This is an optimization exercise on Yosys and OpenROAD, whose aim is small area, a short achievable clock period and few clock cycles per item, not a production implementation. Function was checked by simulation only, so behaviour that the tests miss may differ from the original. Power is estimated from default activity; no workload was simulated.

File: flow/constraint.sdc
create_clock -name core_clock -period 10.0 [get_ports {clk}]
set_input_delay 2.0000 -clock core_clock [delete_from_list [all_inputs] [get_ports {clk}]]
set_output_delay 2.0000 -clock core_clock [all_outputs]
set_load 0.01 [all_outputs]
File: flow/run.sh
#!/bin/bash
# synth_recipe.tcl (not shown) runs the flow's synth.tcl, then flattens the netlist and writes it again
# the make line also repeats each setting of config.mk as NAME=value (left out here)
make -C /OpenROAD-flow-scripts/flow DESIGN_CONFIG=/design/flow/config.mk WORK_HOME=/design/flow/orfs CLKGATE_MAP_FILE= SYNTH_SCRIPT=/design/flow/synth_recipe.tcl finish
File: flow/config.mk
export PLATFORM = sky130hd
export DESIGN_NAME = xq_pinctl
export DESIGN_NICKNAME = xq_pinctl
export VERILOG_FILES = /design/flow/design.v
export SDC_FILE = /design/flow/constraint.sdc
export NUM_CORES = 4
export LEC_CHECK = 0
export CAP_MARGIN = 20
export CORE_MARGIN = 2
export CORE_UTILIZATION = 40
export SETUP_SLACK_MARGIN = 5
export SLEW_MARGIN = 20
File: flow/design.v
module xq_pinctl (
    input  wire        clk,
    input  wire        rst,            
    input  wire        req_valid,
    output wire        req_ready,
    input  wire [31:0] req_desc,
    input  wire [2:0]  req_dev,
    input  wire [31:0] req_data,
    output reg         resp_valid,
    output reg  [1:0]  resp_status,
    output reg  [31:0] resp_rdata,
    output reg         ledb_valid,
    output reg         ledb_level,
    output reg         ledg_valid,
    output reg         ledg_level,
    output wire [15:0] gpioa_wire,
    output wire [15:0] gpiob_wire,
    output wire        btn_wire
);
    localparam [1:0] ST_DONE    = 2'd0;
    localparam [1:0] ST_FAULT   = 2'd1;
    localparam [1:0] ST_REFUSED = 2'd2;
    localparam [2:0] DEV_GPIOA = 3'd0;
    localparam [2:0] DEV_GPIOB = 3'd1;
    localparam [2:0] DEV_RCC   = 3'd2;
    localparam [2:0] DEV_BTN   = 3'd3;
    localparam [2:0] DEV_LEDB  = 3'd4;
    localparam [2:0] DEV_LEDG  = 3'd5;
    localparam [1:0] CL_GPIO = 2'd0;
    localparam [1:0] CL_CSR  = 2'd1;
    localparam [1:0] CL_BTN  = 2'd2;
    localparam [1:0] CL_LED  = 2'd3;
    localparam [3:0] K_READ    = 4'h0;
    localparam [3:0] K_WRITE   = 4'h1;
    localparam [3:0] K_RESET   = 4'h2;
    localparam [3:0] K_PIN_IN  = 4'h3;
    localparam [3:0] K_CONNECT = 4'h4;
    localparam [3:0] K_BYTE_IN = 4'h5;
    localparam [3:0] R_MODE   = 4'd0;
    localparam [3:0] R_OTYPE  = 4'd1;
    localparam [3:0] R_OSPEED = 4'd2;
    localparam [3:0] R_PUPD   = 4'd3;
    localparam [3:0] R_IDR    = 4'd4;
    localparam [3:0] R_ODR    = 4'd5;
    localparam [3:0] R_BSRR   = 4'd6;
    localparam [3:0] R_LCK    = 4'd7;
    localparam [3:0] R_AFRL   = 4'd8;
    localparam [3:0] R_AFRH   = 4'd9;
    localparam [31:0] A_MODE_RST   = 32'hA800_0000;
    localparam [31:0] A_PUPD_RST   = 32'h6400_0000;
    localparam [31:0] A_OSPEED_RST = 32'h0C00_0000;
    localparam [31:0] B_MODE_RST   = 32'h0000_0280;
    localparam [31:0] B_PUPD_RST   = 32'h0000_0100;
    localparam [31:0] B_OSPEED_RST = 32'h0000_00C0;
    localparam [1:0] SRC_NONE = 2'd0;
    localparam [1:0] SRC_A    = 2'd1;
    localparam [1:0] SRC_B    = 2'd2;
    localparam [1:0] SRC_BTN  = 2'd3;
    localparam [5:0] SINK_LEDB = 6'h20;
    localparam [5:0] SINK_LEDG = 6'h30;
    localparam [1:0] M_NORMAL = 2'd0;
    localparam [1:0] M_WALK   = 2'd1;
    localparam [1:0] M_EMIT   = 2'd2;
    function [15:0] above_low;
        input [15:0] m;
        reg   [15:0] p;
        integer k;
        begin
            p[0] = 1'b0;
            for (k = 1; k < 16; k = k + 1)
                p[k] = p[k-1] | m[k-1];
            above_low = m & p;
        end
    endfunction
    function [3:0] low_index;
        input [15:0] m;
        integer k;
        begin
            low_index = 4'd0;
            for (k = 15; k >= 0; k = k - 1)
                if (m[k]) low_index = k[3:0];
        end
    endfunction
    function [31:0] rcc_reset_value;
        input [3:0] n;
        begin
            case (n)
                4'd0:    rcc_reset_value = 32'h0000_0300;
                4'd1:    rcc_reset_value = 32'h0000_B000;
                4'd7:    rcc_reset_value = 32'h0000_8000;
                4'd10:   rcc_reset_value = 32'h0101_903F;
                4'd11:   rcc_reset_value = 32'h0000_5A1D;
                4'd12:   rcc_reset_value = 32'hB0E6_4A37;
                4'd13:   rcc_reset_value = 32'h0C00_0000;
                default: rcc_reset_value = 32'h0000_0000;
            endcase
        end
    endfunction
    reg [31:0] g_mode   [0:1];
    reg [31:0] g_otype  [0:1];
    reg [31:0] g_ospeed [0:1];
    reg [31:0] g_pupd   [0:1];
    reg [15:0] g_idr    [0:1];
    reg [31:0] g_odr    [0:1];
    reg [15:0] g_sh     [0:1];    
    reg [31:0] g_lck    [0:1];
    reg [31:0] g_afrl   [0:1];
    reg [31:0] g_afrh   [0:1];
    reg [31:0] rcc [0:13];
    reg [15:0] wa_level, wb_level;
    reg        wbtn_level;
    reg [15:0] wa_ex, wb_ex_r;
    wire [15:0] wb_ex = {wb_ex_r[15:8], 2'b11, wb_ex_r[5:0]};
    reg [1:0] t_src  [3:15];
    reg [3:0] t_pin  [3:15];
    reg [5:0] t_sink [3:15];
    reg [4:0] sub_count;
    assign gpioa_wire = wa_level;
    assign gpiob_wire = wb_level;
    assign btn_wire   = wbtn_level;
    wire [3:0]  q_k  = req_desc[31:28];
    wire [1:0]  q_wc = req_desc[27:26];
    wire [1:0]  q_c  = req_desc[25:24];
    wire        q_znz = (req_desc[23:16] != 8'd0);
    wire        q_ahz = (req_desc[15:6] == 10'd0);
    wire [5:0]  q_a  = req_desc[5:0];
    wire        q_le15 = q_ahz && (q_a[5:4] == 2'b00);
    wire        q_zero = q_ahz && (q_a == 6'd0);
    reg [1:0] q_class;
    reg       q_devok;
    always @(*) begin
        q_devok = 1'b1;
        case (req_dev)
            DEV_GPIOA, DEV_GPIOB: q_class = CL_GPIO;
            DEV_RCC:              q_class = CL_CSR;
            DEV_BTN:              q_class = CL_BTN;
            DEV_LEDB, DEV_LEDG:   q_class = CL_LED;
            default: begin
                q_class = CL_GPIO;
                q_devok = 1'b0;
            end
        endcase
    end
    wire q_bus     = (q_k == K_READ) || (q_k == K_WRITE);
    wire q_offok   = q_ahz && (q_a[1:0] == 2'b00) &&
                     ((q_c == CL_GPIO) ? (q_a[5:2] <= 4'd9) : (q_a[5:2] <= 4'd13));
    wire q_sinkok  = ((req_data[18:17] == 2'b00) && (req_data[15:4] == 12'd0)) ||
                     ((req_data[18:17] == 2'b10) && (req_data[15:0] == 16'd0));
    reg [1:0] q_out;
    always @(*) begin
        if (q_k[3] || q_znz || !q_devok || (q_class != q_c))
            q_out = ST_REFUSED;
        else if (q_bus) begin
            if (q_c[1] || (q_wc == 2'b11) || !q_offok)
                q_out = ST_FAULT;
            else
                q_out = ST_DONE;
        end else if (q_wc != 2'b00)
            q_out = ST_REFUSED;
        else begin
            case (q_k)
                K_RESET:   q_out = q_zero ? ST_DONE : ST_REFUSED;
                K_PIN_IN:  q_out = ((q_c == CL_GPIO && q_le15) ||
                                    (q_c == CL_LED  && q_zero)) ? ST_DONE : ST_REFUSED;
                K_CONNECT: q_out = (((q_c == CL_GPIO && q_ahz) ||
                                     (q_c == CL_BTN  && q_zero)) && q_sinkok) ? ST_DONE : ST_REFUSED;
                K_BYTE_IN: q_out = (q_c == CL_BTN && q_zero) ? ST_DONE : ST_REFUSED;
                default:   q_out = ST_REFUSED;
            endcase
        end
    end
    reg [31:0] q_wmask;
    always @(*) begin
        case (q_wc)
            2'b00:   q_wmask = 32'h0000_00FF;
            2'b01:   q_wmask = 32'h0000_FFFF;
            default: q_wmask = 32'hFFFF_FFFF;
        endcase
    end
    reg        r_v;
    reg [1:0]  r_st;          
    reg        r_rd, r_wr, r_rs, r_pin, r_con, r_byte;    
    reg        r_odr;         
    reg [1:0]  r_c;
    reg [1:0]  r_wc;
    reg [5:0]  r_a;
    reg [2:0]  r_dev;
    reg [31:0] r_data;        
    wire       adv;           
    wire       go = r_v & adv;
    assign req_ready = ~r_v | adv;
    wire q_done = (q_out == ST_DONE);
    always @(posedge clk) begin
        if (rst)
            r_v <= 1'b0;
        else if (req_ready)
            r_v <= req_valid;
        if (req_ready) begin
            r_st   <= q_out;
            r_rd   <= q_done && (q_k == K_READ);
            r_wr   <= q_done && (q_k == K_WRITE);
            r_rs   <= q_done && (q_k == K_RESET);
            r_pin  <= q_done && (q_k == K_PIN_IN);
            r_con  <= q_done && (q_k == K_CONNECT);
            r_byte <= q_done && (q_k == K_BYTE_IN);
            r_odr  <= q_done && (q_k == K_WRITE) && (q_c == CL_GPIO) &&
                      ((q_a[5:2] == R_ODR) || (q_a[5:2] == R_BSRR));
            r_c    <= q_c;
            r_wc   <= q_wc;
            r_a    <= q_a;
            r_dev  <= req_dev;
            r_data <= q_bus ? (req_data & q_wmask) : req_data;
        end
    end
    wire [1:0]  d_c  = r_c;
    wire [1:0]  d_wc = r_wc;
    wire [5:0]  d_a  = r_a;
    wire        gsel    = r_dev[0];
    wire [3:0]  reg_idx = d_a[5:2];
    wire [31:0] eff     = r_data;
    wire [5:0] c_sink = (r_data[18:17] == 2'b00) ? {1'b0, r_data[16], r_data[3:0]}
                                                 : (r_data[16] ? SINK_LEDG : SINK_LEDB);
    wire        con_full = r_con && sub_count[4];
    wire [1:0]  outcome  = con_full ? ST_REFUSED : r_st;
    wire x      = go;
    wire x_rd   = go && r_rd;
    wire x_wr   = go && r_wr;
    wire x_rst  = go && r_rs;
    wire x_pin  = go && r_pin;
    wire x_con  = go && r_con && !sub_count[4];
    wire x_byte = go && r_byte;
    wire x_odr  = go && r_odr;
    wire [31:0] odr_cur = g_odr[gsel];
    wire [31:0] odr_new = (reg_idx == R_BSRR) ?
                          {odr_cur[31:16], (odr_cur[15:0] | eff[15:0]) & ~eff[31:16]} : eff;
    reg [15:0] out_en;
    integer i;
    always @(*) begin
        for (i = 0; i < 16; i = i + 1)
            out_en[i] = (g_mode[gsel][2*i +: 2] != 2'b00);
    end
    reg  [1:0]  s2_src;
    reg  [15:0] s2_tog;       
    reg  [15:0] s2_h1, s2_h0;  
    wire [15:0] wl_cur  = gsel ? (wb_level ^ ((s2_src == SRC_B) ? s2_tog : 16'd0))
                               : (wa_level ^ ((s2_src == SRC_A) ? s2_tog : 16'd0));
    wire [15:0] ex_cur  = gsel ? wb_ex : wa_ex;
    wire [15:0] fire    = (g_sh[gsel] ^ odr_new[15:0]) & out_en & ex_cur & (wl_cur ^ odr_new[15:0]);
    wire btn_b   = (r_data[7:0] != 8'd0);
    wire btn_cur = wbtn_level ^ ((s2_src == SRC_BTN) & s2_tog[0]);
    wire btn_f   = btn_b ^ btn_cur;
    reg [1:0]  e_src  [0:15];
    reg [3:0]  e_pin  [0:15];
    reg [5:0]  e_sink [0:15];
    integer ea;
    always @(*) begin
        e_src[0] = SRC_BTN; e_pin[0] = 4'd0; e_sink[0] = {2'd0, 4'd1};
        e_src[1] = SRC_B;   e_pin[1] = 4'd6; e_sink[1] = SINK_LEDB;
        e_src[2] = SRC_B;   e_pin[2] = 4'd7; e_sink[2] = SINK_LEDG;
        for (ea = 3; ea < 16; ea = ea + 1) begin
            e_src[ea]  = t_src[ea];
            e_pin[ea]  = t_pin[ea];
            e_sink[ea] = t_sink[ea];
        end
    end
    wire [15:0] xf1  = ({16{x_odr}} & fire & odr_new[15:0])  | {15'd0, x_byte & btn_f & btn_b};
    wire [15:0] xf0  = ({16{x_odr}} & fire & ~odr_new[15:0]) | {15'd0, x_byte & btn_f & ~btn_b};
    wire [1:0]  xsrc = r_byte ? SRC_BTN : (gsel ? SRC_B : SRC_A);
    reg  [15:0] xh1, xh0;
    integer eh;
    always @(*) begin
        for (eh = 0; eh < 16; eh = eh + 1) begin
            xh1[eh] = (e_src[eh] == xsrc) && (eh < sub_count) && xf1[e_pin[eh]];
            xh0[eh] = (e_src[eh] == xsrc) && (eh < sub_count) && xf0[e_pin[eh]];
        end
    end
    integer g, n;
    reg rst_g [0:1];
    always @(*) begin
        for (g = 0; g < 2; g = g + 1)
            rst_g[g] = rst || (x_rst && (d_c == CL_GPIO) && (gsel == g[0]));
    end
    wire rst_rcc  = rst || (x_rst && (d_c == CL_CSR));
    wire wr_gpio  = x_wr && (d_c == CL_GPIO);
    wire wr_rcc   = x_wr && (d_c == CL_CSR);
    always @(posedge clk) begin
        for (g = 0; g < 2; g = g + 1) begin
            if (rst_g[g] || (wr_gpio && gsel == g[0] && reg_idx == R_MODE))
                g_mode[g] <= rst_g[g] ? (g[0] ? B_MODE_RST : A_MODE_RST) : eff;
            if (rst_g[g] || (wr_gpio && gsel == g[0] && reg_idx == R_PUPD))
                g_pupd[g] <= rst_g[g] ? (g[0] ? B_PUPD_RST : A_PUPD_RST) : eff;
            if (rst_g[g] || (wr_gpio && gsel == g[0] && reg_idx == R_OSPEED))
                g_ospeed[g] <= rst_g[g] ? (g[0] ? B_OSPEED_RST : A_OSPEED_RST) : eff;
            if (rst_g[g] || (wr_gpio && gsel == g[0] && reg_idx == R_OTYPE))
                g_otype[g] <= rst_g[g] ? 32'd0 : eff;
            if (rst_g[g] || (wr_gpio && gsel == g[0] && reg_idx == R_LCK))
                g_lck[g] <= rst_g[g] ? 32'd0 : eff;
            if (rst_g[g] || (wr_gpio && gsel == g[0] && reg_idx == R_AFRL))
                g_afrl[g] <= rst_g[g] ? 32'd0 : eff;
            if (rst_g[g] || (wr_gpio && gsel == g[0] && reg_idx == R_AFRH))
                g_afrh[g] <= rst_g[g] ? 32'd0 : eff;
            if (rst_g[g] || (wr_gpio && gsel == g[0] && (reg_idx == R_ODR || reg_idx == R_BSRR))) begin
                g_odr[g] <= rst_g[g] ? 32'd0 : odr_new;
                g_sh[g]  <= rst_g[g] ? 16'd0 : odr_new[15:0];
            end
        end
        for (n = 0; n < 14; n = n + 1)
            if (rst_rcc || (wr_rcc && reg_idx == n[3:0]))
                rcc[n] <= rst_rcc ? rcc_reset_value(n[3:0]) : eff;
    end
    always @(posedge clk) begin
        if (rst) begin
            wa_ex     <= 16'd0;
            wb_ex_r   <= 16'd0;
            sub_count <= 5'd3;
        end else if (x_con) begin
            sub_count <= sub_count + 5'd1;
            if (d_c == CL_GPIO && d_a[5:4] == 2'b00) begin
                if (gsel) wb_ex_r[d_a[3:0]] <= 1'b1;
                else      wa_ex[d_a[3:0]]   <= 1'b1;
            end
        end
        for (n = 3; n < 16; n = n + 1)
            if (x_con && sub_count[3:0] == n[3:0]) begin
                t_sink[n] <= c_sink;
                if (d_c == CL_BTN) begin
                    t_src[n] <= SRC_BTN;
                    t_pin[n] <= 4'd0;
                end else begin
                    t_src[n] <= (d_a[5:4] != 2'b00) ? SRC_NONE : (gsel ? SRC_B : SRC_A);
                    t_pin[n] <= d_a[3:0];
                end
            end
    end
    reg       s2_v;
    reg [1:0] s2_stat;
    reg       s2_rd, s2_rrcc, s2_rg;
    reg [3:0] s2_ridx;
    reg [1:0] s2_rwc;
    reg       s2_pv, s2_plvl;
    reg [5:0] s2_psink;
    reg [1:0] s2_ridr;
    always @(posedge clk) begin
        if (rst) begin
            s2_v    <= 1'b0;
            s2_src  <= SRC_NONE;
            s2_tog  <= 16'd0;
            s2_h1   <= 16'd0;
            s2_h0   <= 16'd0;
            s2_pv   <= 1'b0;
            s2_ridr <= 2'b00;
            s2_rd   <= 1'b0;
        end else if (adv) begin
            s2_v    <= go;
            s2_src  <= x_odr ? (gsel ? SRC_B : SRC_A) : (x_byte ? SRC_BTN : SRC_NONE);
            s2_tog  <= xf1 | xf0;
            s2_h1   <= xh1;
            s2_h0   <= xh0;
            s2_pv   <= x_pin;
            s2_ridr <= {x_rst && d_c == CL_GPIO && gsel, x_rst && d_c == CL_GPIO && !gsel};
            s2_rd   <= x_rd;
        end
        if (adv) begin
            s2_stat  <= outcome;
            s2_rrcc  <= (d_c == CL_CSR);
            s2_rg    <= gsel;
            s2_ridx  <= reg_idx;
            s2_rwc   <= d_wc;
            s2_plvl  <= (r_data != 32'd0);
            s2_psink <= (d_c == CL_GPIO) ? {1'b0, gsel, d_a[3:0]} : (r_dev[0] ? SINK_LEDG : SINK_LEDB);
        end
    end
    reg        o_v;           
    reg [15:0] e_b, e_g;      
    reg        e_blvl, e_glvl;
    reg        o_bany, o_gany;  
    reg        o_bm, o_gm;    
    reg        o_mix;         
    reg [3:0]  o_csp;         
    reg        wk;            
    reg        wact;          
    reg [15:0] w_h1, w_h0;    
    reg [15:0] w_pins;        
    reg [3:0]  w_cur;         
    reg [31:0] w_cs;          
    wire last  = ~o_bm & ~o_gm;                                
    wire fix   = o_v & ~wk & (o_mix | (o_csp != 4'd0));        
    wire wstep = wact & last;                                  
    wire done  = o_v & ~fix & last & ~wact;
    assign adv = ~o_v | done;
    wire [15:0] w_pins_nx = w_pins & ~(16'd1 << w_cur);
    reg  [15:0] w_sel;
    integer ew;
    always @(*) begin
        for (ew = 0; ew < 16; ew = ew + 1)
            w_sel[ew] = (e_pin[ew] == w_cur);
    end
    wire [15:0] h1   = wact ? (w_h1 & w_sel) : s2_h1;
    wire [15:0] h0   = wact ? (w_h0 & w_sel) : s2_h0;
    wire        d_pv = ~wact & s2_pv;
    reg [15:0] xa1, xa0, xb1, xb0;
    reg [15:0] mb1, mb0, mg1, mg0;
    reg [15:0] sk_oh [0:15];    
    always @(*) begin
        for (ea = 0; ea < 16; ea = ea + 1) begin
            sk_oh[ea] = 16'd1 << e_sink[ea][3:0];
            xa1[ea]   = h1[ea] && (e_sink[ea][5:4] == 2'd0);
            xa0[ea]   = h0[ea] && (e_sink[ea][5:4] == 2'd0);
            xb1[ea]   = h1[ea] && (e_sink[ea][5:4] == 2'd1);
            xb0[ea]   = h0[ea] && (e_sink[ea][5:4] == 2'd1);
            mb1[ea]   = h1[ea] && (e_sink[ea][5:4] == 2'd2);
            mb0[ea]   = h0[ea] && (e_sink[ea][5:4] == 2'd2);
            mg1[ea]   = h1[ea] && (e_sink[ea][5:4] == 2'd3);
            mg0[ea]   = h0[ea] && (e_sink[ea][5:4] == 2'd3);
        end
        mb1[0] = d_pv && s2_plvl  && (s2_psink == SINK_LEDB);
        mb0[0] = d_pv && !s2_plvl && (s2_psink == SINK_LEDB);
        mg1[0] = d_pv && s2_plvl  && (s2_psink == SINK_LEDG);
        mg0[0] = d_pv && !s2_plvl && (s2_psink == SINK_LEDG);
    end
    wire [15:0] p_oh = 16'd1 << s2_psink[3:0];
    wire        p_a  = d_pv && (s2_psink[5:4] == 2'd0);
    wire        p_b  = d_pv && (s2_psink[5:4] == 2'd1);
    reg [31:0] v1, v0;
    integer qa, eb2;
    always @(*) begin
        for (qa = 0; qa < 16; qa = qa + 1) begin
            v1[qa]      = p_a && s2_plvl  && p_oh[qa];
            v0[qa]      = p_a && !s2_plvl && p_oh[qa];
            v1[16 + qa] = p_b && s2_plvl  && p_oh[qa];
            v0[16 + qa] = p_b && !s2_plvl && p_oh[qa];
            for (eb2 = 0; eb2 < 16; eb2 = eb2 + 1) begin
                v1[qa]      = v1[qa]      | (xa1[eb2] & sk_oh[eb2][qa]);
                v0[qa]      = v0[qa]      | (xa0[eb2] & sk_oh[eb2][qa]);
                v1[16 + qa] = v1[16 + qa] | (xb1[eb2] & sk_oh[eb2][qa]);
                v0[16 + qa] = v0[16 + qa] | (xb0[eb2] & sk_oh[eb2][qa]);
            end
        end
    end
    reg [31:0] gate;
    always @(*) begin
        for (i = 0; i < 16; i = i + 1) begin
            gate[i]      = (g_mode[0][2*i +: 2] == 2'b00) && (g_pupd[0][2*i +: 2] != 2'b00);
            gate[16 + i] = (g_mode[1][2*i +: 2] == 2'b00) && (g_pupd[1][2*i +: 2] != 2'b00);
        end
    end
    wire [15:0] mb  = mb1 | mb0;
    wire [15:0] mg  = mg1 | mg0;
    wire [31:0] cs  = v1 & v0 & gate;
    wire [31:0] idr_en = wact ? ({32{wstep}} & w_cs & (v1 | v0)) : ({32{adv}} & (v1 ^ v0) & gate);
    wire [15:0] eb_nx = above_low(e_b);
    wire [15:0] eg_nx = above_low(e_g);
    reg [31:0] rd_val;
    always @(*) begin
        rd_val = 32'd0;
        if (s2_rrcc) begin
            rd_val = rcc[s2_ridx];
        end else begin
            case (s2_ridx)
                R_MODE:   rd_val = g_mode[s2_rg];
                R_OTYPE:  rd_val = g_otype[s2_rg];
                R_OSPEED: rd_val = g_ospeed[s2_rg];
                R_PUPD:   rd_val = g_pupd[s2_rg];
                R_IDR:    rd_val = {16'd0, g_idr[s2_rg]};
                R_ODR:    rd_val = g_odr[s2_rg];
                R_LCK:    rd_val = g_lck[s2_rg];
                R_AFRL:   rd_val = g_afrl[s2_rg];
                R_AFRH:   rd_val = g_afrh[s2_rg];
                default:  rd_val = 32'd0;
            endcase
        end
    end
    reg [31:0] rmask;
    always @(*) begin
        case (s2_rwc)
            2'b00:   rmask = 32'h0000_00FF;
            2'b01:   rmask = 32'h0000_FFFF;
            default: rmask = 32'hFFFF_FFFF;
        endcase
    end
    always @(posedge clk) begin
        for (g = 0; g < 2; g = g + 1) begin
            if (rst || (adv && s2_ridr[g]))
                g_idr[g] <= 16'd0;
            else
                for (i = 0; i < 16; i = i + 1)
                    if (idr_en[16*g + i])
                        g_idr[g][i] <= v1[16*g + i];
        end
        if (rst) begin
            wa_level   <= 16'd0;
            wb_level   <= 16'd0;
            wbtn_level <= 1'b0;
        end else if (adv) begin
            if (s2_src == SRC_A)   wa_level   <= wa_level ^ s2_tog;
            if (s2_src == SRC_B)   wb_level   <= wb_level ^ s2_tog;
            if (s2_src == SRC_BTN) wbtn_level <= wbtn_level ^ s2_tog[0];
        end
    end
    reg [1:0]  o_stat;
    reg [31:0] o_rdata;
    always @(*) begin
        resp_valid  = done;
        resp_status = o_stat;
        resp_rdata  = o_rdata;
        ledb_valid  = ~fix & o_bany;
        ledb_level  = e_blvl;
        ledg_valid  = ~fix & o_gany;
        ledg_level  = e_glvl;
    end
    integer qc;
    always @(posedge clk) begin
        if (adv) begin
            o_stat  <= s2_stat;
            o_rdata <= s2_rd ? (rd_val & rmask) : 32'd0;
            w_h1    <= s2_h1;
            w_h0    <= s2_h0;
            w_pins  <= s2_tog;
            w_cur   <= low_index(s2_tog);
            w_cs    <= cs;
        end else if (wstep) begin
            w_pins  <= w_pins_nx;
            w_cur   <= low_index(w_pins_nx);
        end
        if (adv || wstep) begin
            e_b    <= mb;
            e_g    <= mg;
            e_blvl <= (mb1 != 16'd0);
            e_glvl <= (mg1 != 16'd0);
        end else begin
            e_b    <= eb_nx;
            e_g    <= eg_nx;
        end
        if (rst) begin
            o_v    <= 1'b0;
            wk     <= 1'b0;
            wact   <= 1'b0;
            o_bany <= 1'b0;
            o_gany <= 1'b0;
            o_bm   <= 1'b0;
            o_gm   <= 1'b0;
            o_mix  <= 1'b0;
            o_csp  <= 4'd0;
        end else if (adv) begin
            o_v    <= s2_v;
            wk     <= 1'b0;
            wact   <= 1'b0;
            o_bany <= (mb != 16'd0);
            o_gany <= (mg != 16'd0);
            o_bm   <= (above_low(mb) != 16'd0);
            o_gm   <= (above_low(mg) != 16'd0);
            o_mix  <= ((mb1 != 16'd0) && (mb0 != 16'd0)) || ((mg1 != 16'd0) && (mg0 != 16'd0));
            for (qc = 0; qc < 4; qc = qc + 1)
                o_csp[qc] <= (cs[8*qc +: 8] != 8'd0);
        end else if (fix) begin
            wk     <= 1'b1;
            wact   <= 1'b1;
            o_bany <= 1'b0;
            o_gany <= 1'b0;
            o_bm   <= 1'b0;
            o_gm   <= 1'b0;
        end else if (wstep) begin
            wact   <= (w_pins_nx != 16'd0);
            o_bany <= (mb != 16'd0);
            o_gany <= (mg != 16'd0);
            o_bm   <= (above_low(mb) != 16'd0);
            o_gm   <= (above_low(mg) != 16'd0);
        end else begin
            o_bany <= (eb_nx != 16'd0);
            o_gany <= (eg_nx != 16'd0);
            o_bm   <= (above_low(eb_nx) != 16'd0);
            o_gm   <= (above_low(eg_nx) != 16'd0);
        end
    end
endmodule
==> qor.yml, run 1 <==
detailed_routing:
  wl_per_cell_um: 36.1
  drtAntennaViolNets: 0
  dr.pass1.iters: 8
  vias_per_cell: 6.70
  drc: 0
  num_vias: 64000
  drt_iter0_drc: 10000
  wl_um: 345000
job:
  max_cap_viol_count: 0
sta:
  relSlewSlack: 0.142
  finalHoldWorstSlack_ns: 0.420
  layout_min_cycle_time_ns: 5.13
  hold_viol: 0
  max_freq_mhz: 195
  drv_slew: 0
  fin_ws_ns: 4.87
  tns_ns: 0
  finalSetupViolCount: 0
  post-route-period-util: 0.513
  fin_skew_ns: 0.0476
  tightest_slew_ns: 1.25
  grt_setup_unrepaired: "true"
synthesis:
  synth-seq-cells: 1504
  synth_edf_count: 1304
  syn-num-nets: 7000
  synth_cells: 6856
  yosysTopAreaCell: "edfxtp_1"
  dominantRegCellSynth: "edfxtp_1"
  yosysWarnings: 20
  ys_types: 107
  synth_top_area_frac: 0.512
  netlist_area_um2: 76500
  avgSynthCellArea_um2: 11.2
  synth_area_leaders: "edfxtp_1 (51%), dfxtp_1 (5.2%), mux2i_1 (3.7%)"
  async_flop_share: 0
  ys_seq_area_frac: 0.564
grt:
  grtUsageMet1: 0.461
  top_usage_layer: "met2"
  grt_pass1_vias: 59400
  grt_use_met2: 0.521
  antenna_found_initial: 18
  grt.overflow.total: 0
  track_usage: 0.345
  grt_util_met3: 0.0792
  grt_pass1_wl_um: 473000
  grt_max_degree: 119
critical_path:
  slowest_delay_ns: 0.65
  path_max_fanout: 26
  arrival_ns: 5.81
  crit_path_top_delay_cell: "or4_1"
  worstPathCellList: "buf_6 -> xnor2_1 -> nand4_1 -> o2bb2ai_1 -> nand2_1 -> buf_4 -> o22ai_1 -> a221oi_1 -> o2111ai_1 -> a2111oi_2 -> o221ai_1 -> ha_1 -> and2_1 -> or4_1 -> o41a_1 -> a21oi_1 -> nor2_1"
  endpoint_kind: "flop"
  crit_type: "reg -> reg"
  reg2reg_slack_ns: 4.87
  startpoint_type: "flop"
  required_ns: 10.68
cts:
  hold_buffers: 0
  clk_latency_ns: 0.85
  htree_levels: 4
  path_clk_slew_ns: 0.06
  cts_buffers: 163
  cts_root_buffer: "clkbuf_16"
  clock_path_buffers: 3
  cts_num_sinks: 1504
  cts_tree: "yes"
layout:
  areaGrowthSynthToFinish_pct: 14.2
  regArea_um2: 43200
  finalNonFillerCells: 9560
  final_nets: 7052
  layout-drive-gt1-share: 0.111
  multi_input_area_um2: 31800
  nFillCells: 17200
worst_hold_path:
  min_path_type: "reg -> reg"
place:
  io_buffers: 142
  gp_congestion: 1.07
  dpl.cell_count: 9224
  post-place-ws_ns: 4.04
  dp_hpwl_um: 240000
floorplanning:
  die-width_um: 441
  dieArea_um2: 195000
  initial_utilization: 0.403
  coreArea_um2: 190000
  io_pins: 143
  die_height_um: 441
  num_rows: 160
pwr:
  power.density_nw_per_um2: 161
  leakage_nw: 30.2
  vdd_ir_drop_max_mv: 0.189
run_status:
  status: "complete, no violations"
sequential cells by signal, summed over array words and instances (netlist names), 26 cells and up:
register	cells
w_cs	32
t_sink	78
g_pupd	64
t_src	26
r_data	32
g_afrl	64
g_odr	34
t_pin	52
g_ospeed	64
rcc	448
g_mode	64
o_rdata	32
g_otype	64
g_afrh	64
g_sh	30
g_lck	64
g_idr	32
per-layer routing:
metal  wire length [um]  vias up
met5                 80        -
met2             151000     4366
met3              36900      980
li1                   -    26600
met1             136000    32100
met4              21600       12
kinds of logic (layout without fill, tap and decap cells):
logic type,after synthesis,after routing,synth area share
AO/OA/AOI/OAI,1739,1739,0.159
XOR/XNOR,91,91,0.0104
adder cells (fa/ha/maj),84,84,0.0134
buffers and inverters,618,804,0.0327
flip-flops,1504,1504,0.564
multiplexers,370,370,0.0574
other,0,7,0
AND/OR/NAND/NOR,2450,2450,0.162
cells in the final DEF (no fill, tap or decap), drive strengths merged, types with 138 or more instances in the layout:
master,count
nor2,613
clkbuf,205
clkdlybuf4s50,140
nor3,178
nand2,503
nand3,238
mux2i,286
dfxtp,200
edfxtp,1304
buf,247
a22oi,176
o21ai,300
a21oi,236
and2,261
o22ai,261
nand2b,138
area by class of cell:
cell class,instances,share of cell area
Antenna cell,7,0.000201
Clock buffer,204,0.0509
Clock inverter,95,0.0103
Inverter,115,0.00506
Multi-Input combinational cell,4734,0.364
Sequential cell,1504,0.494
Tap cell,2511,0.0360
Timing Repair Buffer,390,0.0391
synthesized netlist by cell type, types with 57 or more instances:
library cell	instances
nand2_1	502
a221oi_1	109
nand3_1	238
dfxtp_1	200
nor4_1	69
and2_1	260
a211oi_1	66
o22ai_1	261
o21ai_0	290
ha_1	74
nor3_1	177
edfxtp_1	1304
a22oi_1	176
nand2b_1	138
buf_1	68
o211ai_1	63
nor2b_1	108
mux2i_1	284
xnor2_1	57
inv_1	112
clkbuf_1	369
nor2_1	613
nand4_1	64
a21oi_1	236
worst max-delay path: cells and delay by family, from the launching register on:
| family | cells | cell delay (ns) |
|---|---|---|
| AO/OA/AOI/OAI | 8 | 2.14 |
| XOR/XNOR | 1 | 0.13 |
| adder cells (fa/ha/maj) | 1 | 0.23 |
| buffers and inverters | 2 | 0.70 |
| flip-flops | 1 | 0.35 |
| AND/OR/NAND/NOR | 5 | 1.37 |
what timing repair did:
item,4_1_cts,5_1_grt
cloned,1,0
buffers inserted,1,26
pin swaps,0,6
gates resized for setup,29,28
endpoints found under the setup margin,823,76
where the power goes:
part           internal [mW]  switching (mW)  total (mW)
Combinational          0.228           0.563       0.791
Sequential              7.10           0.139        7.24
Clock                   3.37            2.68        6.05
Total                   10.7            3.38        14.1
worst paths after layout:
path,startpoint,endpoint,cells after the start
worst min-delay path,s2_stat[1],o_stat[1],0
worst min register to register,s2_stat[1],o_stat[1],0
worst max-delay path,w_cur[3],o_csp[2],17
worst max register to register,w_cur[3],o_csp[2],17
through the flow:
step	power, mW	util	instance area, um2
finish	14.1	0.460	87300
global route	14.4	0.460	87300
CTS	14.1	0.457	86900
detailed placement	8.14	0.428	81400
global placement	8.12	0.428	81300
floorplan	7.73	-	76500
Testbench counts, summed over its fixed seeds: cycles 8,381, items 8,000.
==> run 2, diff against run 1 <==
--- a/flow/design.v
+++ b/flow/design.v
@@ -178,17 +178,23 @@
         endcase
     end
-    reg        r_v;
-    reg [1:0]  r_st;          
-    reg        r_rd, r_wr, r_rs, r_pin, r_con, r_byte;    
-    reg        r_odr;         
-    reg [1:0]  r_c;
-    reg [1:0]  r_wc;
-    reg [5:0]  r_a;
-    reg [2:0]  r_dev;
-    reg [31:0] r_data;        
-    wire       adv;           
-    wire       go = r_v & adv;
-    assign req_ready = ~r_v | adv;
+    localparam PK = 54;
     wire q_done = (q_out == ST_DONE);
+    wire [PK-1:0] q_pk = {
+        q_out,
+        q_done && (q_k == K_READ),
+        q_done && (q_k == K_WRITE),
+        q_done && (q_k == K_RESET),
+        q_done && (q_k == K_PIN_IN),
+        q_done && (q_k == K_CONNECT),
+        q_done && (q_k == K_BYTE_IN),
+        q_done && (q_k == K_WRITE) && (q_c == CL_GPIO) &&
+            ((q_a[5:2] == R_ODR) || (q_a[5:2] == R_BSRR)),
+        q_c, q_wc, q_a, req_dev,
+        (q_bus ? (req_data & q_wmask) : req_data)};
+    reg          r_v;
+    reg [PK-1:0] r0_pk;
+    wire         adv;           
+    wire         go = r_v & adv;
+    assign req_ready = ~r_v | adv;
     always @(posedge clk) begin
         if (rst)
@@ -196,21 +202,16 @@
         else if (req_ready)
             r_v <= req_valid;
-        if (req_ready) begin
-            r_st   <= q_out;
-            r_rd   <= q_done && (q_k == K_READ);
-            r_wr   <= q_done && (q_k == K_WRITE);
-            r_rs   <= q_done && (q_k == K_RESET);
-            r_pin  <= q_done && (q_k == K_PIN_IN);
-            r_con  <= q_done && (q_k == K_CONNECT);
-            r_byte <= q_done && (q_k == K_BYTE_IN);
-            r_odr  <= q_done && (q_k == K_WRITE) && (q_c == CL_GPIO) &&
-                      ((q_a[5:2] == R_ODR) || (q_a[5:2] == R_BSRR));
-            r_c    <= q_c;
-            r_wc   <= q_wc;
-            r_a    <= q_a;
-            r_dev  <= req_dev;
-            r_data <= q_bus ? (req_data & q_wmask) : req_data;
-        end
+        if (req_ready)
+            r0_pk <= q_pk;
     end
+    wire [1:0]  r_st;          
+    wire        r_rd, r_wr, r_rs, r_pin, r_con, r_byte;    
+    wire        r_odr;         
+    wire [1:0]  r_c;
+    wire [1:0]  r_wc;
+    wire [5:0]  r_a;
+    wire [2:0]  r_dev;
+    wire [31:0] r_data;        
+    assign {r_st, r_rd, r_wr, r_rs, r_pin, r_con, r_byte, r_odr, r_c, r_wc, r_a, r_dev, r_data} = r0_pk;
     wire [1:0]  d_c  = r_c;
     wire [1:0]  d_wc = r_wc;
@@ -335,10 +336,27 @@
     reg       s2_v;
     reg [1:0] s2_stat;
-    reg       s2_rd, s2_rrcc, s2_rg;
-    reg [3:0] s2_ridx;
+    reg [31:0] s2_rsel;       
     reg [1:0] s2_rwc;
     reg       s2_pv, s2_plvl;
     reg [5:0] s2_psink;
     reg [1:0] s2_ridr;
+    function [3:0] gslot;
+        input [3:0] k;
+        begin
+            gslot = (k >= 4'd7) ? k - 4'd1 : k;    
+        end
+    endfunction
+    reg [31:0] rsel;
+    integer rs;
+    always @(*) begin
+        rsel = 32'd0;
+        if (d_c == CL_CSR) begin
+            for (rs = 0; rs < 14; rs = rs + 1)
+                rsel[rs] = (reg_idx == rs[3:0]);
+        end else if (reg_idx != R_BSRR) begin
+            for (rs = 0; rs < 9; rs = rs + 1)
+                rsel[14 + 9*gsel + rs] = (gslot(reg_idx) == rs[3:0]);
+        end
+    end
     always @(posedge clk) begin
         if (rst) begin
@@ -350,5 +368,5 @@
             s2_pv   <= 1'b0;
             s2_ridr <= 2'b00;
-            s2_rd   <= 1'b0;
+            s2_rsel <= 32'd0;
         end else if (adv) begin
             s2_v    <= go;
@@ -359,11 +377,8 @@
             s2_pv   <= x_pin;
             s2_ridr <= {x_rst && d_c == CL_GPIO && gsel, x_rst && d_c == CL_GPIO && !gsel};
-            s2_rd   <= x_rd;
+            s2_rsel <= x_rd ? rsel : 32'd0;
         end
         if (adv) begin
             s2_stat  <= outcome;
-            s2_rrcc  <= (d_c == CL_CSR);
-            s2_rg    <= gsel;
-            s2_ridx  <= reg_idx;
             s2_rwc   <= d_wc;
             s2_plvl  <= (r_data != 32'd0);
@@ -377,5 +392,5 @@
     reg        o_bm, o_gm;    
     reg        o_mix;         
-    reg [3:0]  o_csp;         
+    reg [7:0]  o_csp;         
     reg        wk;            
     reg        wact;          
@@ -385,14 +400,19 @@
     reg [31:0] w_cs;          
     wire last  = ~o_bm & ~o_gm;                                
-    wire fix   = o_v & ~wk & (o_mix | (o_csp != 4'd0));        
+    wire fix   = o_v & ~wk & (o_mix | (o_csp != 8'd0));        
     wire wstep = wact & last;                                  
     wire done  = o_v & ~fix & last & ~wact;
     assign adv = ~o_v | done;
     wire [15:0] w_pins_nx = w_pins & ~(16'd1 << w_cur);
-    reg  [15:0] w_sel;
+    reg  [15:0] w_sel;        
+    reg  [15:0] sel_a, sel_b;
+    wire [3:0]  cur_a = low_index(s2_tog);
+    wire [3:0]  cur_b = low_index(w_pins_nx);
     integer ew;
     always @(*) begin
-        for (ew = 0; ew < 16; ew = ew + 1)
-            w_sel[ew] = (e_pin[ew] == w_cur);
+        for (ew = 0; ew < 16; ew = ew + 1) begin
+            sel_a[ew] = (e_pin[ew] == cur_a);
+            sel_b[ew] = (e_pin[ew] == cur_b);
+        end
     end
     wire [15:0] h1   = wact ? (w_h1 & w_sel) : s2_h1;
@@ -451,23 +471,24 @@
     wire [15:0] eb_nx = above_low(e_b);
     wire [15:0] eg_nx = above_low(e_g);
+    reg [31:0] rd_word [0:31];
     reg [31:0] rd_val;
+    integer rw;
     always @(*) begin
-        rd_val = 32'd0;
-        if (s2_rrcc) begin
-            rd_val = rcc[s2_ridx];
-        end else begin
-            case (s2_ridx)
-                R_MODE:   rd_val = g_mode[s2_rg];
-                R_OTYPE:  rd_val = g_otype[s2_rg];
-                R_OSPEED: rd_val = g_ospeed[s2_rg];
-                R_PUPD:   rd_val = g_pupd[s2_rg];
-                R_IDR:    rd_val = {16'd0, g_idr[s2_rg]};
-                R_ODR:    rd_val = g_odr[s2_rg];
-                R_LCK:    rd_val = g_lck[s2_rg];
-                R_AFRL:   rd_val = g_afrl[s2_rg];
-                R_AFRH:   rd_val = g_afrh[s2_rg];
-                default:  rd_val = 32'd0;
-            endcase
+        for (rw = 0; rw < 14; rw = rw + 1)
+            rd_word[rw] = rcc[rw];
+        for (rw = 0; rw < 2; rw = rw + 1) begin
+            rd_word[14 + 9*rw + 0] = g_mode[rw];
+            rd_word[14 + 9*rw + 1] = g_otype[rw];
+            rd_word[14 + 9*rw + 2] = g_ospeed[rw];
+            rd_word[14 + 9*rw + 3] = g_pupd[rw];
+            rd_word[14 + 9*rw + 4] = {16'd0, g_idr[rw]};
+            rd_word[14 + 9*rw + 5] = g_odr[rw];
+            rd_word[14 + 9*rw + 6] = g_lck[rw];
+            rd_word[14 + 9*rw + 7] = g_afrl[rw];
+            rd_word[14 + 9*rw + 8] = g_afrh[rw];
         end
+        rd_val = 32'd0;
+        for (rw = 0; rw < 32; rw = rw + 1)
+            rd_val = rd_val | ({32{s2_rsel[rw]}} & rd_word[rw]);
     end
     reg [31:0] rmask;
@@ -513,13 +534,15 @@
         if (adv) begin
             o_stat  <= s2_stat;
-            o_rdata <= s2_rd ? (rd_val & rmask) : 32'd0;
+            o_rdata <= rd_val & rmask;
             w_h1    <= s2_h1;
             w_h0    <= s2_h0;
             w_pins  <= s2_tog;
-            w_cur   <= low_index(s2_tog);
+            w_cur   <= cur_a;
+            w_sel   <= sel_a;
             w_cs    <= cs;
         end else if (wstep) begin
             w_pins  <= w_pins_nx;
-            w_cur   <= low_index(w_pins_nx);
+            w_cur   <= cur_b;
+            w_sel   <= sel_b;
         end
         if (adv || wstep) begin
@@ -541,5 +564,5 @@
             o_gm   <= 1'b0;
             o_mix  <= 1'b0;
-            o_csp  <= 4'd0;
+            o_csp  <= 8'd0;
         end else if (adv) begin
             o_v    <= s2_v;
@@ -551,6 +574,6 @@
             o_gm   <= (above_low(mg) != 16'd0);
             o_mix  <= ((mb1 != 16'd0) && (mb0 != 16'd0)) || ((mg1 != 16'd0) && (mg0 != 16'd0));
-            for (qc = 0; qc < 4; qc = qc + 1)
-                o_csp[qc] <= (cs[8*qc +: 8] != 8'd0);
+            for (qc = 0; qc < 8; qc = qc + 1)
+                o_csp[qc] <= (cs[4*qc +: 4] != 4'd0);
         end else if (fix) begin
             wk     <= 1'b1;
==> flow/flow/run.sh (new file) <==
#!/bin/bash
set -euo pipefail
bash standard.sh SETUP_SLACK_MARGIN=6.2 \
    "BUFFER_PORTS_ARGS=-buffer_cell sky130_fd_sc_hd__buf_2" finish > flow_make.log 2>&1
==> flow/standard.sh (new file) <==
#!/bin/bash
# synth_recipe.tcl (not shown) runs the flow's synth.tcl, then flattens the netlist and writes it again
# the make line also repeats each setting of config.mk as NAME=value (left out here)
make -C /OpenROAD-flow-scripts/flow DESIGN_CONFIG=/design/flow/config.mk WORK_HOME=/design/flow/orfs CLKGATE_MAP_FILE= SYNTH_SCRIPT=/design/flow/synth_recipe.tcl "${@:-finish}"
--- a/flow/config.mk
+++ b/flow/config.mk
@@ -8,5 +8,7 @@
 export CAP_MARGIN = 20
 export CORE_MARGIN = 2
-export CORE_UTILIZATION = 40
-export SETUP_SLACK_MARGIN = 5
+export CORE_UTILIZATION = 55
+export CTS_CLUSTER_DIAMETER = 80
+export CTS_CLUSTER_SIZE = 25
 export SLEW_MARGIN = 20
+export TNS_END_PERCENT = 5
removed: flow/run.sh
==> qor.yml, run 2 <==
run_status:
  status: "complete, no violations"
pwr:
  power.share.combinational: 0.046
  p_int_mw: 9.13
  switching_share: 0.245
  p_seq_frac: 0.620
  power.density_nw_per_um2: 144
  leakage_nw: 28.9
  power_mw: 12.1
  power_switching_mw: 2.96
  power_frac_clock: 0.334
  vdd_ir_drop_max_mv: 0.149
layout:
  areaGrowthSynthToFinish_pct: 9.73
  layout_common_cells: "edfxtp_1 (1315), nor2_1 (620), nand2_1 (513)"
  final_nets: 7120
  top_register: "rcc"
  finalNonFillerCells: 8922
  final_common_cell: "edfxtp_1"
  nFillCells: 11200
  layout-drive-gt1-share: 0.118
  largest_reg_flops: 448
  final_area_um2: 84200
  reg.largest.list: "rcc: 448 flops, t_sink: 78 flops"
floorplanning:
  initial_utilization: 0.552
  io_pins: 143
  die_height_um: 377
  coreArea_um2: 139000
  dieArea_um2: 142000
  die-width_um: 377
  num_rows: 137
sta:
  tightest_slew_ns: 1.27
  post-route-period-util: 0.423
  drv_slew: 0
  max_freq_mhz: 236
  fin_skew_ns: 0.107
  relSlewSlack: 0.152
  tns_ns: 0
  finalSetupViolCount: 0
  hold_viol: 0
  grt_setup_unrepaired: "true"
  layout_min_cycle_time_ns: 4.23
  fin_ws_ns: 5.77
detailed_routing:
  wl_um: 360000
  num_vias: 67700
  drc: 0
  vias_per_cell: 7.58
  dr.pass1.iters: 9
  drtAntennaViolNets: 0
  drt_iter0_drc: 12400
  wl_per_cell_um: 40.4
critical_path:
  crit_type: "reg -> reg"
  startpoint_type: "flop"
  reg2reg_slack_ns: 5.77
  required_ns: 10.42
  r2r_start: "o_csp[6]"
  r2r-end: "rcc[6][2]"
  startpoint: "o_csp[6]"
  arrival_ns: 4.65
  path_max_fanout: 17
  endpoint_kind: "flop"
  rr_worst_depth: 10
cts:
  path_clk_slew_ns: 0.10
  htree_levels: 3
  clk_latency_ns: 0.79
  hold_buffers: 0
  cts_root_buffer: "clkbuf_16"
  clock_path_buffers: 3
  cts_num_sinks: 1550
  cts_buffers: 86
  cts_tree: "yes"
place:
  io_buffers: 142
  place_area_um2: 80000
  post-place-ws_ns: 4.82
  dp_hpwl_um: 243000
  gp_congestion: 1.09
  dpl.cell_count: 8689
synthesis:
  synth_edf_count: 1315
  dominantRegCellSynth: "edfxtp_1"
  ys_top_cells_by_count: "edfxtp_1 (1315), nor2_1 (631), nand2_1 (523), clkbuf_1 (393), a22oi_1 (337)"
  synth-seq-cells: 1550
  synth_area_leaders: "edfxtp_1 (51%), dfxtp_1 (6.1%), a22oi_1 (3.3%)"
  netlist_area_um2: 76700
  ys_seq_area_frac: 0.576
  ys_types: 94
  synth_top_area_frac: 0.515
  async_flop_share: 0
  synth_most_common_cell: "edfxtp_1"
  avgSynthCellArea_um2: 11.0
  syn-num-nets: 7114
  yosysWarnings: 21
  yosysTopAreaCell: "edfxtp_1"
  synth_cells: 6968
worst_hold_path:
  whs_path_depth: 0
  hold-path-endpoint: "s2_rwc[1]"
  min_path_type: "reg -> reg"
  min_from: "r0_pk[42]"
grt:
  track_usage: 0.496
  antenna_found_initial: 24
  grt_max_degree: 87
  grt.overflow.total: 0
  grt_pass1_wl_um: 491000
  grt_pass1_vias: 61600
job:
  max_cap_viol_count: 0
==> run 2: changes by cell type in the layout (fill, tap and decap cells not counted), moves of 82 or more <==
cell / delta
a22o_1: +85
mux2i_1: -198
clkdlybuf4s50_1: -140
o22ai_1: -82
buf_2: +136
a22oi_1: +161
==> run 2: cell type report <==
cell class / count / area (um2) / share of cell area
sequential: 1550 / 44200 / 0.526
multi-input combinational: 4810 / 31300 / 0.371
timing repair buffer: 401 / 3010 / 0.0357
tap: 1876 / 2350 / 0.0279
clock buffer: 106 / 2290 / 0.0272
clock inverter: 36 / 487 / 0.00578
inverter: 125 / 477 / 0.00566
antenna: 18 / 45.0 / 0.000535
==> run 2: power groups by stage <==
stage	registers [mW]	clock network, mW	logic (mW)
floorplan	7.51	0	0.260
global placement	7.62	0	0.490
CTS	7.48	4.01	0.518
finish	7.50	4.04	0.553
detailed placement	7.63	0	0.501
global route	7.50	4.20	0.562
==> run 2: worst max path at each step <==
stage	to	slack, ns	cells after the start
3_3_place_gp	g_ospeed[1][21]	4.87	8
6_report	rcc[6][2]	5.77	10
3_5_place_dp	g_ospeed[1][20]	4.82	8
5_1_grt	rcc[6][26]	5.79	10
2_1_floorplan	g_afrl[1][0]	4.95	10
4_1_cts	g_idr[1][7]	5.82	16
==> run 2: cells by family (layout without fill, tap and decap cells) <==
logic type                 Yosys count  count (layout)  synth area share
xor gates and xnor gates            92              92            0.0105
other                                0              18                 0
buffers and inverters              609             668            0.0308
and+or+nand+nor                   2631            2632             0.174
AOI/OAI and AO/OA                 1872            1872             0.174
DFF                               1550            1550             0.576
muxes                              127             127            0.0205
adders and majority gates           87              87            0.0138
==> run 2: repair_timing <==
action,CTS,global route
pin swaps,18,19
gates resized for setup,50,97
setup endpoints to repair,2231,640
setup buffers,29,34
cloned,4,3
==> run 2: through the flow <==
stage,hold slack [ns],util
floorplan,0.400,-
global placement,0.402,0.575
detailed placement,0.405,0.575
CTS,0.427,0.599
global route,0.437,0.605
finish,0.428,0.605
==> run 2: critical path, cell delays in order (launching register included) <==
cell and delay, ns:
dfxtp_4 0.38, nor4_4 0.24, buf_4 0.18, and4_4 0.24
buf_4 0.25, o21ai_0 0.30, nor2_1 0.47, nand2_1 0.11
buf_4 0.27, o21ai_4 0.84, buf_4 0.55
==> run 2: metal layers <==
layer  GRT usage  vias up  share of wire
li1            -    26900              -
met1       0.618    32600           0.34
met2       0.705     6587           0.41
met3       0.177     1571           0.15
met4       0.375       26          0.099
met5     0.00377        -        0.00061
Testbench counts of run 2, summed over its fixed seeds: cycles 8,381, items 8,000.
==> run 3, diff against run 2 <==
==> flow/flow/run.sh (replaced) <==
#!/bin/bash
# The standard layout (standard.sh: standard synthesis, floorplan, placement, CTS,
# routing), with these changes to how the layout is made:
#  - the port buffers the standard flow inserts are buf_2 cells instead of the
#    delay-type buffer buffer_ports picks by default;
set -euo pipefail
bash standard.sh SETUP_SLACK_MARGIN=6.2 \
    "BUFFER_PORTS_ARGS=-buffer_cell sky130_fd_sc_hd__buf_2" \
    "CTS_ARGS=-sink_clustering_enable -repair_clock_nets -sink_clustering_size 25 -sink_clustering_max_diameter 80 -dont_use_dummy_load" \
    finish > flow_make.log 2>&1
==> qor.yml, run 3 <==
floorplanning:
  die-width_um: 377
  num_rows: 137
  coreArea_um2: 139000
  dieArea_um2: 142000
  die_height_um: 377
  io_pins: 143
  initial_utilization: 0.552
synthesis:
  ys_types: 94
  synth_top_area_frac: 0.515
  avgSynthCellArea_um2: 11.0
  yosysWarnings: 21
  netlist_area_um2: 76700
  synth_area_leaders: "edfxtp_1 (51%), dfxtp_1 (6.1%), a22oi_1 (3.3%)"
  dominantRegCellSynth: "edfxtp_1"
  ys_top_cells_by_count: "edfxtp_1 (1315), nor2_1 (631), nand2_1 (523), clkbuf_1 (393), a22oi_1 (337)"
  async_flop_share: 0
  synth_cells: 6968
  yosysTopAreaCell: "edfxtp_1"
  synth_most_common_cell: "edfxtp_1"
  synth-seq-cells: 1550
  syn-num-nets: 7114
  synth_edf_count: 1315
  ys_seq_area_frac: 0.576
critical_path:
  worstPathCellList: "nor4_4 -> buf_4 -> and4_4 -> nor2_4 -> buf_12 -> nand2_8 -> buf_6"
  path_depth: 7
  required_ns: 8.00
  endpoint_kind: "primary output"
  r2r_start: "o_csp[6]"
  startpoint: "o_csp[6]"
  reg2reg_slack_ns: 5.92
  arrival_ns: 2.13
  crit_type: "reg -> out"
  cp_num_buf_inv: 3
  path_delay_family: "simple AND/OR/NAND/NOR gates"
  crit_path_top_delay_cell: "dfxtp_4"
  startpoint_type: "flop"
  slowest_delay_ns: 0.38
  rr_worst_depth: 10
  path_max_fanout: 3
sta:
  relSlewSlack: 0.149
  tightest_slew_ns: 1.27
  fin_ws_ns: 5.87
  tns_ns: 0
  hold_viol: 0
  grt_setup_unrepaired: "true"
  drv_slew: 0
  finalSetupViolCount: 0
  fin_skew_ns: 0.177
  max_freq_mhz: 242
  post-route-period-util: 0.413
  layout_min_cycle_time_ns: 4.13
layout:
  layout_common_cells: "edfxtp_1 (1315), nor2_1 (619), nand2_1 (514)"
  areaGrowthSynthToFinish_pct: 8.94
  final_area_um2: 83600
  largest_reg_flops: 448
  nFillCells: 11300
  multi_input_area_um2: 31200
  reg.largest.list: "rcc: 448 flops, t_sink: 78 flops"
  regArea_um2: 44200
  final_nets: 7119
  final_common_cell: "edfxtp_1"
  layout-drive-gt1-share: 0.112
  top_register: "rcc"
pwr:
  power.share.combinational: 0.048
  vdd_ir_drop_max_mv: 0.142
  power_switching_mw: 2.72
  p_int_mw: 8.94
  power.density_nw_per_um2: 140
  power_frac_clock: 0.309
  p_seq_frac: 0.643
  switching_share: 0.233
  leakage_nw: 28.6
  power_mw: 11.7
grt:
  grt_pass1_wl_um: 490000
  grt_pass1_vias: 61400
  track_usage: 0.496
  grt_max_degree: 87
  grt.overflow.total: 0
  antenna_found_initial: 18
detailed_routing:
  wl_per_cell_um: 40.6
  dr.pass1.iters: 11
  num_vias: 67600
  drc: 0
  drt_iter0_drc: 12500
  wl_um: 360000
  vias_per_cell: 7.62
  drtAntennaViolNets: 0
cts:
  clock_path_buffers: 3
  clk_latency_ns: 0.79
  cts_buffers: 86
  cts_tree: "yes"
  cts_root_buffer: "clkbuf_16"
  htree_levels: 3
  path_clk_slew_ns: 0.09
  cts_num_sinks: 1550
place:
  io_buffers: 142
  post-place-ws_ns: 4.82
  gp_congestion: 1.09
  dp_hpwl_um: 243000
  place_area_um2: 80000
job:
  max_cap_viol_count: 0
worst_hold_path:
  min_from: "r0_pk[42]"
  min_path_type: "reg -> reg"
  whs_path_depth: 0
run_status:
  status: "complete, no violations"
[run 3: final timing paths]
kind / end
min reg2reg: s2_rwc[1]
min: s2_rwc[1]
max reg2reg: rcc[1][29]
max: req_ready
[run 3: stage by stage]
| step | std cells | util | hold WS, ns |
|---|---|---|---|
| 2_1_floorplan | 6968 | - | 0.400 |
| 3_3_place_gp | 8687 | 0.575 | 0.402 |
| 3_5_place_dp | 8689 | 0.575 | 0.405 |
| 4_1_cts | 8810 | 0.596 | 0.426 |
| 5_1_grt | 8850 | 0.601 | 0.436 |
| 6_report | 8869 | 0.601 | 0.426 |
[run 3: per-layer routing]
metal | global-route usage | wire length, um | up-vias | share of wire
met5 | 0 | 133 | - | 0.00037
met4 | 0.361 | 33900 | 16 | 0.094
met3 | 0.172 | 55000 | 1550 | 0.15
met2 | 0.711 | 149000 | 6522 | 0.41
met1 | 0.621 | 122000 | 32700 | 0.34
li1 | - | - | 26800 | -
[run 3: repair_timing]
item | 4_1_cts | 5_1_grt
gates resized for setup | 60 | 79
endpoints found under the setup margin | 2204 | 502
hold buffers | 0 | 0
gates cloned | 4 | 2
buffers inserted | 31 | 33
pin swaps | 19 | 12
[run 3: power groups by stage]
stage          combinational (mW)  clock, mW  sequential [mW]
2_1_floorplan               0.260          0             7.51
3_3_place_gp                0.490          0             7.62
3_5_place_dp                0.501          0             7.63
4_1_cts                     0.521       3.58             7.48
5_1_grt                     0.568       3.75             7.50
6_report                    0.561       3.60             7.50
[run 3: layout make-up]
cell class	count	area share
Tap cell	1876	0.0281
Timing Repair Buffer	400	0.0366
Sequential cell	1550	0.530
Antenna cell	22	0.000659
Inverter	125	0.00571
Multi-Input combinational cell	4810	0.374
Clock buffer	86	0.0258
[run 3: cell families after synthesis]
family | count (synthesis) | share of synthesized area
AO/OA/AOI/OAI | 1872 | 0.174
XOR/XNOR | 92 | 0.0105
adder cells (fa/ha/maj) | 87 | 0.0138
buffers and inverters | 609 | 0.0308
flip-flops | 1550 | 0.576
multiplexers | 127 | 0.0205
AND/OR/NAND/NOR | 2631 | 0.174
==> run 4, diff against run 3 <==
--- a/flow/design.v
+++ b/flow/design.v
@@ -116,7 +116,9 @@
     reg [5:0] t_sink [3:15];
     reg [4:0] sub_count;
-    assign gpioa_wire = wa_level;
-    assign gpiob_wire = wb_level;
-    assign btn_wire   = wbtn_level;
+    reg [15:0] wa_out, wb_out;    
+    reg        wbtn_out;
+    assign gpioa_wire = wa_out;
+    assign gpiob_wire = wb_out;
+    assign btn_wire   = wbtn_out;
     wire [3:0]  q_k  = req_desc[31:28];
     wire [1:0]  q_wc = req_desc[27:26];
@@ -192,16 +194,29 @@
         q_c, q_wc, q_a, req_dev,
         (q_bus ? (req_data & q_wmask) : req_data)};
-    reg          r_v;
-    reg [PK-1:0] r0_pk;
+    reg          r_v, r1_v;
+    reg [PK-1:0] r0_pk, r1_pk;
     wire         adv;           
     wire         go = r_v & adv;
-    assign req_ready = ~r_v | adv;
+    wire         r0_free = ~r_v | go;
+    wire         acc = req_valid & ~r1_v;
+    reg          ready_q;       
+    assign req_ready = ready_q;
     always @(posedge clk) begin
-        if (rst)
-            r_v <= 1'b0;
-        else if (req_ready)
-            r_v <= req_valid;
-        if (req_ready)
-            r0_pk <= q_pk;
+        if (rst) begin
+            r_v     <= 1'b0;
+            r1_v    <= 1'b0;
+            ready_q <= 1'b1;
+        end else if (r0_free) begin
+            r_v     <= r1_v | acc;
+            r1_v    <= 1'b0;
+            ready_q <= 1'b1;
+        end else if (acc) begin
+            r1_v    <= 1'b1;
+            ready_q <= 1'b0;
+        end
+        if (r0_free)
+            r0_pk <= r1_v ? r1_pk : q_pk;
+        if (!r1_v)
+            r1_pk <= q_pk;
     end
     wire [1:0]  r_st;          
@@ -521,12 +536,21 @@
     reg [1:0]  o_stat;
     reg [31:0] o_rdata;
-    always @(*) begin
-        resp_valid  = done;
-        resp_status = o_stat;
-        resp_rdata  = o_rdata;
-        ledb_valid  = ~fix & o_bany;
-        ledb_level  = e_blvl;
-        ledg_valid  = ~fix & o_gany;
-        ledg_level  = e_glvl;
+    always @(posedge clk) begin
+        if (rst) begin
+            resp_valid <= 1'b0;
+            ledb_valid <= 1'b0;
+            ledg_valid <= 1'b0;
+        end else begin
+            resp_valid <= done;
+            ledb_valid <= ~fix & o_bany;
+            ledg_valid <= ~fix & o_gany;
+        end
+        resp_status <= o_stat;
+        resp_rdata  <= o_rdata;
+        ledb_level  <= e_blvl;
+        ledg_level  <= e_glvl;
+        wa_out      <= wa_level;
+        wb_out      <= wb_level;
+        wbtn_out    <= wbtn_level;
     end
     integer qc;
==> flow/flow/run.sh (replaced) <==
#!/bin/bash
set -euo pipefail
bash standard.sh SETUP_SLACK_MARGIN=6.2 \
    "BUFFER_PORTS_ARGS=-buffer_cell sky130_fd_sc_hd__buf_2" finish > flow_make.log 2>&1
--- a/flow/config.mk
+++ b/flow/config.mk
@@ -8,7 +8,5 @@
 export CAP_MARGIN = 20
 export CORE_MARGIN = 2
-export CORE_UTILIZATION = 55
-export CTS_CLUSTER_DIAMETER = 80
-export CTS_CLUSTER_SIZE = 25
+export CORE_UTILIZATION = 40
 export SLEW_MARGIN = 20
 export TNS_END_PERCENT = 5
==> qor.yml, run 4 <==
run_status:
  status: "complete, no violations"
detailed_routing:
  dr.pass1.iters: 8
  num_vias: 68800
  vias_per_cell: 6.88
  drc: 0
  wl_um: 400000
  wl_per_cell_um: 40.0
  drt_iter0_drc: 11500
  drtAntennaViolNets: 0
sta:
  hold_viol: 0
  post-route-period-util: 0.413
  relSlewSlack: 0.162
  finalSetupViolCount: 0
  tightest_slew_ns: 1.25
  layout_min_cycle_time_ns: 4.13
  max_freq_mhz: 242
  drv_slew: 0
  tns_ns: 0
  grt_setup_unrepaired: "true"
  fin_skew_ns: 0.0668
layout:
  final_common_cell: "edfxtp_1"
  largest_reg_flops: 448
  final_area_um2: 92100
  areaGrowthSynthToFinish_pct: 14.6
  finalNonFillerCells: 10000
  layout_common_cells: "edfxtp_1 (1315), nor2_1 (599), nand2_1 (504)"
  final_nets: 7325
  layout-drive-gt1-share: 0.146
  reg.largest.list: "rcc: 448 flops, t_sink: 78 flops"
  top_register: "rcc"
synthesis:
  netlist_area_um2: 80300
  synth_most_common_cell: "edfxtp_1"
  yosysTopAreaCell: "edfxtp_1"
  synth_edf_count: 1315
  async_flop_share: 0
  avgSynthCellArea_um2: 11.3
  synth-seq-cells: 1676
  yosysWarnings: 21
  ys_seq_area_frac: 0.582
  dominantRegCellSynth: "edfxtp_1"
  ys_types: 120
  synth_area_leaders: "edfxtp_1 (49%), dfxtp_1 (9.0%), a22oi_1 (3.1%)"
  ys_top_cells_by_count: "edfxtp_1 (1315), nor2_1 (614), nand2_1 (519), clkbuf_1 (364), dfxtp_1 (361)"
  synth_cells: 7081
  syn-num-nets: 7229
  synth_top_area_frac: 0.492
grt:
  grt_max_degree: 95
  track_usage: 0.380
  antenna_found_initial: 30
  grt_pass1_vias: 64000
  grt_pass1_wl_um: 538000
  grt.overflow.total: 0
pwr:
  power_frac_clock: 0.430
  switching_share: 0.248
  power.share.combinational: 0.058
  leakage_nw: 32.1
  p_int_mw: 12.0
  p_seq_frac: 0.512
  vdd_ir_drop_max_mv: 0.243
  power_switching_mw: 3.96
  power.density_nw_per_um2: 174
cts:
  cts_root_buffer: "clkbuf_16"
  hold_buffers: 0
  clock_path_buffers: 3
  cts_tree: "yes"
  cts_num_sinks: 1676
  path_clk_slew_ns: 0.06
  cts_buffers: 180
  clk_latency_ns: 0.87
  htree_levels: 4
critical_path:
  crit_path_top_delay_cell: "o21ai_4"
  required_ns: 10.49
  r2r-end: "g_otype[1][7]"
  reg2reg_slack_ns: 5.87
  rr_worst_depth: 8
  endpoint_kind: "flop"
  slowest_delay_ns: 0.73
  startpoint_type: "flop"
  worstPathCellList: "or4b_4 -> o21ai_4 -> nor2_4 -> bufinv_16 -> nand4_1 -> buf_4 -> o21ai_4 -> buf_4"
  arrival_ns: 4.62
  r2r_start: "wact"
  path_max_fanout: 83
  crit_type: "reg -> reg"
place:
  dpl.cell_count: 9590
  place_area_um2: 84500
  gp_congestion: 1.07
  io_buffers: 142
  dp_hpwl_um: 268000
worst_hold_path:
  hold-path-endpoint: "resp_status[0]"
  min_from: "o_stat[0]"
  min_path_type: "reg -> reg"
  whs_path_depth: 0
floorplanning:
  coreArea_um2: 200000
  num_rows: 164
  dieArea_um2: 204000
  die-width_um: 452
  io_pins: 143
  initial_utilization: 0.402
  die_height_um: 452
job:
  max_cap_viol_count: 0
-- run 4: changes by cell type after synthesis, moves of 19 or more --
cell,previous run,this run
or3_1,45,26
clkbuf_1,393,364
nor2b_1,142,89
nor3_1,205,150
a31oi_1,46,69
a32oi_1,47,14
mux2_2,19,46
a22o_1,126,162
and3_1,65,121
a221oi_1,190,166
dfxtp_1,235,361
o211ai_1,59,79
and2_1,259,216
-- run 4: metrics by stage --
| stage | utilization | total power, mW | worst slack [ns] | hold WS [ns] |
|---|---|---|---|---|
| final | 0.461 | 16.0 | 5.87 | 0.329 |
| after global routing | 0.461 | 16.3 | 5.82 | 0.354 |
| after CTS | 0.455 | 15.9 | 5.57 | 0.340 |
| after detailed placement | 0.423 | 9.16 | 4.54 | 0.328 |
| after global placement | 0.423 | 9.14 | 4.67 | 0.329 |
| after floorplan | - | 8.63 | 5.76 | 0.323 |
-- run 4: routing by layer --
| metal | vias up | track usage | share of wire |
|---|---|---|---|
| met5 | - | 0.00187 | 0.00015 |
| met4 | 8 | 0.284 | 0.091 |
| met3 | 1429 | 0.103 | 0.12 |
| met2 | 5492 | 0.563 | 0.43 |
| met1 | 34200 | 0.473 | 0.36 |
| li1 | 27700 | - | - |
-- run 4: worst max-delay path by stage --
| stage | from | endpoint | slack, ns |
|---|---|---|---|
| after floorplan | rst | rcc[5][0] | 5.76 |
| after global placement | o_csp[2] | g_mode[0][19] | 4.67 |
| after detailed placement | o_csp[2] | g_mode[0][23] | 4.54 |
| after CTS | wact | g_idr[0][13] | 5.57 |
| after global routing | o_v | t_sink[6][2] | 5.82 |
| final | wact | g_otype[1][7] | 5.87 |
-- run 4: cells by family after synthesis --
family,synth area share
buffers and inverters,0.0323
AND/OR/NAND/NOR,0.156
adder cells (fa/ha/maj),0.0138
XOR/XNOR,0.00894
multiplexers,0.0307
flip-flops,0.582
AO/OA/AOI/OAI,0.176
-- run 4: power by group through the flow --
stage / clock network (mW) / logic [mW] / registers [mW]
6_report: 6.89 / 0.922 / 8.20
5_1_grt: 7.17 / 0.948 / 8.21
4_1_cts: 6.91 / 0.852 / 8.18
3_5_place_dp: 0 / 0.836 / 8.33
3_3_place_gp: 0 / 0.822 / 8.32
2_1_floorplan: 0 / 0.463 / 8.17
-- run 4: repair_timing --
item,4_1_cts,5_1_grt
cloned,3,3
setup endpoints to repair,2376,827
resized for setup,28,150
buffers inserted,18,33
pin swaps,9,9
-- run 4: critical path: cells and delay by family, from the launching register on --
family	cells	cell delay [ns]
AND/OR/NAND/NOR	3	0.91
AO/OA/AOI/OAI	2	1.02
buffers and inverters	3	1.25
flip-flops	1	0.42
-- run 4: layout make-up --
class	count	area [um2]
clock inverter	86	955
clock buffer	248	5080
multi-input combinational	4781	32300
inverter	131	518
fill	18200	108000
antenna	20	50.0
timing repair buffer	407	3120
tap	2656	3320
sequential	1676	46800
Testbench counts of run 4, summed over its fixed seeds: cycles 8,389, items 8,000.

==> separate check: timing with driven ports <==
No port has a modelled driver above. Below, the same layouts with a new extraction and two added sets of constraints. Step 1: set_driving_cell puts a clkbuf_16 on clk and a buf_2 on each other input, an assumption about the parent block. Step 2 also shifts input and output timing later by t, the mid clock arrival at the registers, as if the neighbouring blocks saw the same clock. a / b / c = no drivers / after step 1 / after step 2; a / b = the first two.
| run | t (ns) | setup WS [ns] | worst slew at a driven data input, ns | pins driven straight from the clock port |
|---|---|---|---|---|
| run 1 | 0.927 | 4.871 / 4.871 / 4.871 | 0.05 | 1 |
| run 2 | 0.829 | 5.768 / 5.724 / 5.315 | 0.07 | 1 |
| run 3 | 0.794 | 5.872 / 5.784 / 5.396 | 0.08 | 1 |
| run 4 | 0.927 | 5.869 / 5.869 / 5.244 | 0.11 | 1 |
After both steps every run listed still meets setup and hold. For run 4, which loses most, drivers alone change the setup slack by 0.000 ns; drivers and shift together by -0.625 ns.
